This design comes from an exercise in tuning for small area, a short achievable clock period and few clock cycles on the open sky130 flow, not from production work.
The RTL was checked by simulation tests, not by an equivalence proof against the original design.
Power is estimated from default activity; no workload was simulated.

## build 45
// gfig_rx
module gfig_rx (
    input  wire         clk,
    input  wire         rst,         
    input  wire         in_valid,
    input  wire [7:0]   in_data,
    input  wire         in_last,
    output wire         in_ready,
    output reg          rep_valid,
    output reg  [2:0]   rep_code,
    output reg  [279:0] rep_data
);
    localparam [7:0] M0 = 8'hB2;
    localparam [7:0] M1 = 8'hA1;
    localparam [7:0] VERSION = 8'h01;
    localparam [2:0] R_UNKNOWN   = 3'd4;
    localparam [2:0] R_MALFORMED = 3'd5;
    localparam [2:0] R_STORM     = 3'd6;
    localparam integer D  = 35;        
    localparam integer AW = 6;
    localparam [1:0] P_HUNT = 2'd0;    
    localparam [1:0] P_FRM  = 2'd1;    
    localparam [1:0] P_UNKW = 2'd2;    
    localparam [1:0] P_SKIP = 2'd3;    
    localparam [15:0] CRC_MAGIC = 16'hC0AB;
    function [15:0] crc_byte;
        input [15:0] c;
        input [7:0]  d;
        integer j;
        reg [15:0] r;
        begin
            r = c ^ {d, 8'h00};
  ...
==> flow/config.mk <==
export PLATFORM = sky130hd
export DESIGN_NAME = gfig_rx
export DESIGN_NICKNAME = gfig_rx
export VERILOG_FILES = /design/flow/design.v
export SDC_FILE = /design/flow/constraint.sdc
export NUM_CORES = 4
export LEC_CHECK = 0
export ABC_CLOCK_PERIOD_IN_PS = 3000
export CAP_MARGIN = 20
export CORE_MARGIN = 2
export CORE_UTILIZATION = 40
export SLEW_MARGIN = 20
==> flow/constraint.sdc <==
create_clock -name core_clock -period 11.0 [get_ports {clk}]
set_input_delay 2.2000 -clock core_clock [delete_from_list [all_inputs] [get_ports {clk}]]
set_output_delay 2.2000 -clock core_clock [all_outputs]
set_load 0.01 [all_outputs]
standard.sh (not shown) runs the stock make flow with config.mk's settings and CLKGATE_MAP_FILE= SYNTH_SCRIPT=/design/flow/synth_recipe.tcl, a recipe that flattens the netlist after the stock synthesis.
==> flow/flow/run.sh <==
#!/bin/bash
# Layout flow: the standard ORFS flow, with repair_timing asked to keep
# a setup margin, so paths are sized and buffered past the clock period.
set -e -o pipefail
export SETUP_SLACK_MARGIN=7.0
bash standard.sh 2>&1 | tee standard_flow.log
Build 45 reached the end of the flow, and the finished layout is clean on the timing, DRC and antenna checks.
Testbench counts of build 45, summed over its fixed seeds: cycles 186,711.
Inputs modified between build 45 and build 74:
==> flow/run.sh (new file) <==
#!/bin/bash
# synth_recipe.tcl (not shown) runs the flow's synth.tcl, then flattens the netlist and writes it again
# the make line also repeats each setting of config.mk as NAME=value (left out here)
make -C /OpenROAD-flow-scripts/flow DESIGN_CONFIG=/design/flow/config.mk WORK_HOME=/design/flow/orfs CLKGATE_MAP_FILE= SYNTH_SCRIPT=/design/flow/synth_recipe.tcl finish
removed: flow/flow/run.sh
removed: flow/standard.sh
Findings:
The relative contribution of the clock network to total power in build 74 was higher than what build 45 gave. For the count of clock-buffer cells in the layout, build 74 came in 3 lower than build 45 did. On post-route core utilization, build 74 tracks build 45 almost exactly. Compared build 45 against build 74; post-route cell area within noise. Diff build 45 -> build 74 | total power after layout | up slightly.
> inputs changed (build 74 -> build 1)
==> flow/flow/run.sh (new file) <==
#!/bin/bash
# Layout flow: the standard ORFS flow with these changes:
#  - repair_timing keeps a setup margin, so paths are sized and buffered
#    past the clock period, and may resize cells to other footprints;
#  - ports are buffered with buf_2 cells.
set -e -o pipefail
export SETUP_SLACK_MARGIN=7.6
export BUFFER_PORTS_ARGS="-buffer_cell sky130_fd_sc_hd__buf_2"
bash standard.sh MATCH_CELL_FOOTPRINT=0 finish 2>&1 | tee standard_flow.log
==> flow/standard.sh (new file) <==
#!/bin/bash
# synth_recipe.tcl (not shown) runs the flow's synth.tcl, then flattens the netlist and writes it again
# the make line also repeats each setting of config.mk as NAME=value (left out here)
make -C /OpenROAD-flow-scripts/flow DESIGN_CONFIG=/design/flow/config.mk WORK_HOME=/design/flow/orfs CLKGATE_MAP_FILE= SYNTH_SCRIPT=/design/flow/synth_recipe.tcl "${@:-finish}"
removed: flow/run.sh
--- outcome ---
Summary — area fraction of clock buffers and clock inverters, build 1 relative to build 74: lower, by 0.23 points.
As far as number of nets in the synthesized netlist goes, build 74 and build 1 are indistinguishable; the numbers are identical.
Summary of build 1 over build 74: routed wire length now sits lower; met3 routing resource usage after global routing now sits lower.

== maple ==
The RTL this note starts from:
==> flow/design.v <==
module gfig_rx (
    input  wire         clk,
    input  wire         rst,         
    input  wire         in_valid,
    input  wire [7:0]   in_data,
    input  wire         in_last,
    output wire         in_ready,
    output reg          rep_valid,
    output reg  [2:0]   rep_code,
    output reg  [279:0] rep_data
);
    localparam [7:0] M0 = 8'hB2;
    localparam [7:0] M1 = 8'hA1;
    localparam [7:0] VERSION = 8'h01;
    localparam [2:0] R_UNKNOWN   = 3'd4;
    localparam [2:0] R_MALFORMED = 3'd5;
    localparam [2:0] R_STORM     = 3'd6;
    localparam integer D  = 35;        
    localparam integer AW = 6;
    localparam [1:0] P_HUNT = 2'd0;    
    localparam [1:0] P_FRM  = 2'd1;    
    localparam [1:0] P_UNKW = 2'd2;    
    localparam [1:0] P_SKIP = 2'd3;    
    localparam [15:0] CRC_MAGIC = 16'hC0AB;
    function [15:0] crc_byte;
        input [15:0] c;
        input [7:0]  d;
        integer j;
        reg [15:0] r;
        begin
            r = c ^ {d, 8'h00};
            for (j = 0; j < 8; j = j + 1)
                r = r[15] ? ((r << 1) ^ 16'h1021) : (r << 1);
            crc_byte = r;
        end
    endfunction
    reg       rdy;
    reg       iv, il;
    reg [7:0] id;
    assign in_ready = rdy;
    always @(posedge clk) begin
        id <= in_data;
        il <= in_last;
    end
    reg [8:0]    fm [0:D-1];           
    reg [AW-1:0] wp, rp;
    reg [AW:0]   tot;                  
    reg [AW:0]   avail;                
    reg [5:1]    a_ge;                 
    reg       hbv;                     
    reg [7:0] hb;
    reg       hf;                      
    reg       h_b2, h_a1, h_known, h_v01, h_him;
    wire [8:0] fo = fm[rp];
    always @(posedge clk) begin
        if (iv)
            fm[wp] <= {il, id};
    end
    reg [1:0]  st;
    reg        prev_b2;      
    reg [5:0]  k;            
    reg        fk2, fk3;     
    reg        fpay;         
    reg        fklo, fkend;  
    reg [1:0]  ty;           
    reg [15:0] crc;
    reg        ver_ok;
    reg        v_b2;         
    reg        t_b2, t_a1;   
    reg        lo_ok;        
    reg [3:0]  sl;           
    reg [3:0]  inv;
    reg        storm_pend;
    wire consume = hbv && a_ge[1] && (st != P_UNKW);
    wire ld      = (!hbv || consume) && (hbv ? (tot >= 2) : (tot != 0));    
    wire [3:0] sl1 = sl[3] ? 4'd8 : sl + 4'd1;
    reg [5:0] k_lo1, k_lastf;
    always @* begin
        case (ty)
            2'd1:    begin k_lo1 = 6'd13; k_lastf = 6'd12; end
            2'd2:    begin k_lo1 = 6'd61; k_lastf = 6'd38; end
            default: begin k_lo1 = 6'd11; k_lastf = 6'd11; end
        endcase
    end
    reg gate;
    always @* begin
        case (sl[2:0])
            3'd4: gate = a_ge[4];
            3'd5: gate = a_ge[3];
            3'd6: gate = a_ge[2];
            3'd7: gate = a_ge[1];
            default: gate = a_ge[5];
        endcase
        if (sl[3]) gate = 1'b1;
    end
    wire [AW:0] tot_n   = tot + iv - consume;
    wire [AW:0] avail_n = (iv && il) ? tot_n : avail - consume;
    integer q;
    reg fire, fire_now;
    reg  clr_r;
    wire in_frm = consume && (st == P_FRM);
    wire pay_wr = in_frm && fpay;
    wire [7:0] pd = hb & {8{~clr_r}};
    always @(posedge clk) begin
        for (q = 0; q < 35; q = q + 1)
            if (clr_r || (pay_wr && k == q + 4))
                rep_data[8*q +: 8] <= pd;
    end
    wire up = iv && !consume;
    wire dn = !iv && consume;
    reg  rdy_n;
    always @* begin
        case ({rdy, up, dn})
            3'b010:  rdy_n = tot <= D - 2;
            3'b001:  rdy_n = tot <= D;
            3'b110:  rdy_n = tot <= D - 3;
            3'b101:  rdy_n = tot <= D - 1;
            3'b100:  rdy_n = tot <= D - 2;
            default: rdy_n = tot <= D - 1;
        endcase
    end
    reg [5:1] a_ge_n;
    always @* begin
        for (q = 1; q <= 5; q = q + 1) begin
            if (iv && il)
                a_ge_n[q] = up ? (tot >= q - 1) : dn ? (tot >= q + 1) : (tot >= q);
            else if (consume)
                a_ge_n[q] = (q == 5) ? (avail >= 6) : a_ge[q + 1];
            else
                a_ge_n[q] = a_ge[q];
        end
    end
    reg fin, fin_ok, fin_storm;
    always @(posedge clk) begin
        if (rst) begin
            rdy <= 1'b0; iv <= 1'b0;
            wp <= 0; rp <= 0; tot <= 0; avail <= 0; a_ge <= 5'd0;
            hbv <= 1'b0;
            st <= P_HUNT; prev_b2 <= 1'b0; sl <= 4'd0; inv <= 4'd0;
            storm_pend <= 1'b0;
            rep_valid <= 1'b0;
            clr_r <= 1'b0;
            fin <= 1'b0; fin_storm <= 1'b0;
        end else begin
            iv  <= in_valid & rdy;
            rdy <= rdy_n;
            if (iv) wp <= (wp == D-1) ? 0 : wp + 1'b1;
            if (ld) rp <= (rp == D-1) ? 0 : rp + 1'b1;
            tot   <= tot_n;
            avail <= avail_n;
            a_ge  <= a_ge_n;
            if (ld) begin
                hbv     <= 1'b1;
                hb      <= fo[7:0];
                hf      <= fo[8];
                h_b2    <= (fo[7:0] == M0);
                h_a1    <= (fo[7:0] == M1);
                h_known <= (fo[7:0] == 8'h01) || (fo[7:0] == 8'h02) || (fo[7:0] == 8'h03);
                h_v01   <= (fo[7:0] == VERSION);
                h_him   <= (fo[7:0] == crc[15:8]);
            end else if (consume) begin
                hbv <= 1'b0;
            end
            rep_valid  <= 1'b0;
            storm_pend <= 1'b0;
            clr_r      <= 1'b0;
            fin        <= 1'b0;
            fin_storm  <= 1'b0;
            if (storm_pend) begin
                rep_valid <= 1'b1;
                rep_code  <= R_STORM;
            end
            if (fin) begin
                rep_valid  <= 1'b1;
                rep_code   <= fin_ok ? {1'b0, ty} : R_MALFORMED;
                storm_pend <= fin_storm;
            end
            fire = 1'b0;
            fire_now = 1'b0;
            if (st == P_UNKW) begin
                if (gate) fire = 1'b1;
            end else if (consume) begin
                sl <= sl1;
                case (st)
                    P_HUNT: begin
                        if (prev_b2 && h_a1) begin
                            st   <= P_FRM;
                            k    <= 6'd2;
                            fk2  <= 1'b1; fk3 <= 1'b0; fpay <= 1'b0;
                            fklo <= 1'b0; fkend <= 1'b0;
                            crc  <= CRC_MAGIC;
                            clr_r <= 1'b1;
                            if (hf && sl1[3]) sl <= 4'd2;
                        end
                        prev_b2 <= h_b2;
                    end
                    P_FRM: begin
                        k     <= k + 6'd1;
                        fk2   <= 1'b0;
                        fk3   <= fk2;
                        fpay  <= fk3 || (fpay && (k != k_lastf));
                        fklo  <= !fk2 && !fk3 && (k == k_lo1);
                        fkend <= fklo;
                        if (fk2) begin
                            ver_ok <= h_v01;
                            v_b2   <= h_b2;
                            crc    <= crc_byte(crc, hb);
                            if (hf && sl1[3]) sl <= 4'd3;
                        end else if (fk3) begin
                            t_b2 <= h_b2;
                            t_a1 <= h_a1;
                            if (h_known) begin
                                ty  <= hb[1:0];
                                crc <= crc_byte(crc, hb);
                            end else if (gate) begin
                                fire = 1'b1;
                                fire_now = 1'b1;
                            end else begin
                                st <= P_UNKW;
                            end
                        end else if (fkend) begin
                            fin    <= 1'b1;
                            fin_ok <= ver_ok && lo_ok && h_him;
                            sl <= 4'd0;
                            st <= P_HUNT;
                            prev_b2 <= 1'b0;
                            if (ver_ok && lo_ok && h_him) begin
                                inv <= 4'd0;
                            end else begin
                                clr_r <= 1'b1;
                                if (inv == 4'd10) begin
                                    inv <= 4'd0;
                                    fin_storm <= 1'b1;
                                    if (!hf) begin
                                        st <= P_SKIP;
                                        sl <= 4'd8;
                                    end
                                end else begin
                                    inv <= inv + 4'd1;
                                end
                            end
                        end else if (fklo) begin
                            lo_ok <= (hb == crc[7:0]);
                        end else begin
                            crc <= crc_byte(crc, hb);
                        end
                    end
                    P_SKIP: begin
                        if (hf && sl1[3]) begin
                            st <= P_HUNT;
                            prev_b2 <= 1'b0;
                            sl <= 4'd0;
                        end
                    end
                    default: ;
                endcase
            end
            if (fire) begin
                rep_valid <= 1'b1;
                rep_code  <= R_UNKNOWN;
                if (inv == 4'd10) begin
                    inv <= 4'd0;
                    storm_pend <= 1'b1;
                    prev_b2 <= 1'b0;
                    if (fire_now && hf && sl1[3]) begin
                        st <= P_HUNT;
                        sl <= 4'd0;
                    end else begin
                        st <= P_SKIP;
                        sl <= fire_now ? sl1 : sl;
                    end
                end else begin
                    inv <= inv + 4'd1;
                    sl  <= 4'd3;
                    if (v_b2 && (fire_now ? h_a1 : t_a1)) begin
                        st   <= P_FRM;
                        k    <= 6'd2;
                        fk2  <= 1'b1; fk3 <= 1'b0; fpay <= 1'b0;
                        fklo <= 1'b0; fkend <= 1'b0;
                        crc  <= CRC_MAGIC;
                        clr_r <= 1'b1;
                    end else begin
                        st <= P_HUNT;
                        prev_b2 <= fire_now ? h_b2 : t_b2;
                    end
                end
            end
        end
    end
endmodule
Settings: LEC_CHECK=0, ABC_CLOCK_PERIOD_IN_PS=3000, CAP_MARGIN=20, CORE_MARGIN=2, CORE_UTILIZATION=65, CTS_CLUSTER_DIAMETER=80, CTS_CLUSTER_SIZE=26, PLACE_DENSITY=0.75, SLEW_MARGIN=20; clock period 11.0 ns.
==> flow/flow/run.sh <==
#!/bin/bash
# Layout flow: the standard ORFS flow with these changes:
#  - repair_timing keeps a setup margin, so paths are sized and buffered
#    past the clock period, and may resize cells to other footprints;
#  - ports are buffered with buf_1 cells.
set -e -o pipefail
export SETUP_SLACK_MARGIN=8.0
export BUFFER_PORTS_ARGS="-buffer_cell sky130_fd_sc_hd__buf_1"
bash standard.sh MATCH_CELL_FOOTPRINT=0 finish 2>&1 | tee standard_flow.log
Having completed the whole flow, maple delivered a layout that passed the timing, DRC and antenna checks.
Testbench counts of maple, summed over its fixed seeds: cycles 186,711.
What violet does differently from maple at the input level:
diff --git a/flow/flow/run.sh b/flow/flow/run.sh
--- a/flow/flow/run.sh
+++ b/flow/flow/run.sh
@@ -5,5 +5,5 @@
 #  - ports are buffered with buf_1 cells.
 set -e -o pipefail
-export SETUP_SLACK_MARGIN=8.0
+export SETUP_SLACK_MARGIN=7.8
 export BUFFER_PORTS_ARGS="-buffer_cell sky130_fd_sc_hd__buf_1"
 bash standard.sh MATCH_CELL_FOOTPRINT=0 finish 2>&1 | tee standard_flow.log
[summary]
- Global-route met2 utilization: violet < maple
- Per the comparison of violet with maple, net switching component of the power now sits lower; wire length now sits higher; clock power now sits lower; number of ports placed on the die boundary now sits at about the same level.
- Going from maple to violet, the utilization was found to have gone down by 0.69 points.
Input-level comparison between yarrow and violet:
Settings: changing CTS_CLUSTER_SIZE from 26 to 48; changing CTS_CLUSTER_DIAMETER from 80 to 60.
diff --git a/flow/flow/run.sh b/flow/flow/run.sh
--- a/flow/flow/run.sh
+++ b/flow/flow/run.sh
@@ -5,5 +5,5 @@
 #  - ports are buffered with buf_1 cells.
 set -e -o pipefail
-export SETUP_SLACK_MARGIN=7.8
+export SETUP_SLACK_MARGIN=7.6
 export BUFFER_PORTS_ARGS="-buffer_cell sky130_fd_sc_hd__buf_1"
 bash standard.sh MATCH_CELL_FOOTPRINT=0 finish 2>&1 | tee standard_flow.log
--- outcome ---
Diff violet -> yarrow: met3 track demand over resource saw a decrease, combinational group share of total power saw a decrease, total wire length after detailed routing saw a decrease, multi-input logic portion of the cell area saw a decrease, post-detailed-route via-to-cell ratio saw little to no change.
Against violet as the reference, yarrow delivers a higher total power.
When the final numbers for violet and yarrow were put side by side, the fraction of layout instances using a drive strength above 1 turned out to be smaller in yarrow.
Summary of yarrow over violet: utilization ~0 delta, portion of the clock cycle consumed by the worst path in the final layout went down, area growth from synthesis to layout lower.
Between violet and yarrow, the difference in combinational power is negligible.

==> separate check: timing with driven ports <==
The flow's constraints put no driver on any port. The routed layouts listed below were extracted and timed again, unchanged, in two steps. Step 1 assumes that a clkbuf_16 drives the clock port and a buf_2 every other input. Step 2, shift: input delay + t, output delay - t, t = (earliest + latest rising clock arrival at the registers) / 2. This alone moves slack from input paths to output paths. Three values: ideal, step 1, step 2; two values: the first two.
run	shift t [ns]	setup slack, ns	cell pins on the clock port's net
build 45	0.667	7.103 / 7.103 / 6.648	1
build 74	0.667	6.863 / 6.863 / 6.863	1
build 1	0.667	7.585 / 7.527 / 7.089	1
maple	0.633	7.610 / 7.554 / 7.511	1
violet	0.633	7.570 / 7.513 / 7.282	1
yarrow	0.649	7.590 / 7.534 / 7.280	1
After both steps every run listed still meets setup and hold. The setup slack of build 1, which loses most, moves by -0.058 ns with the drivers and by -0.496 ns with both steps.
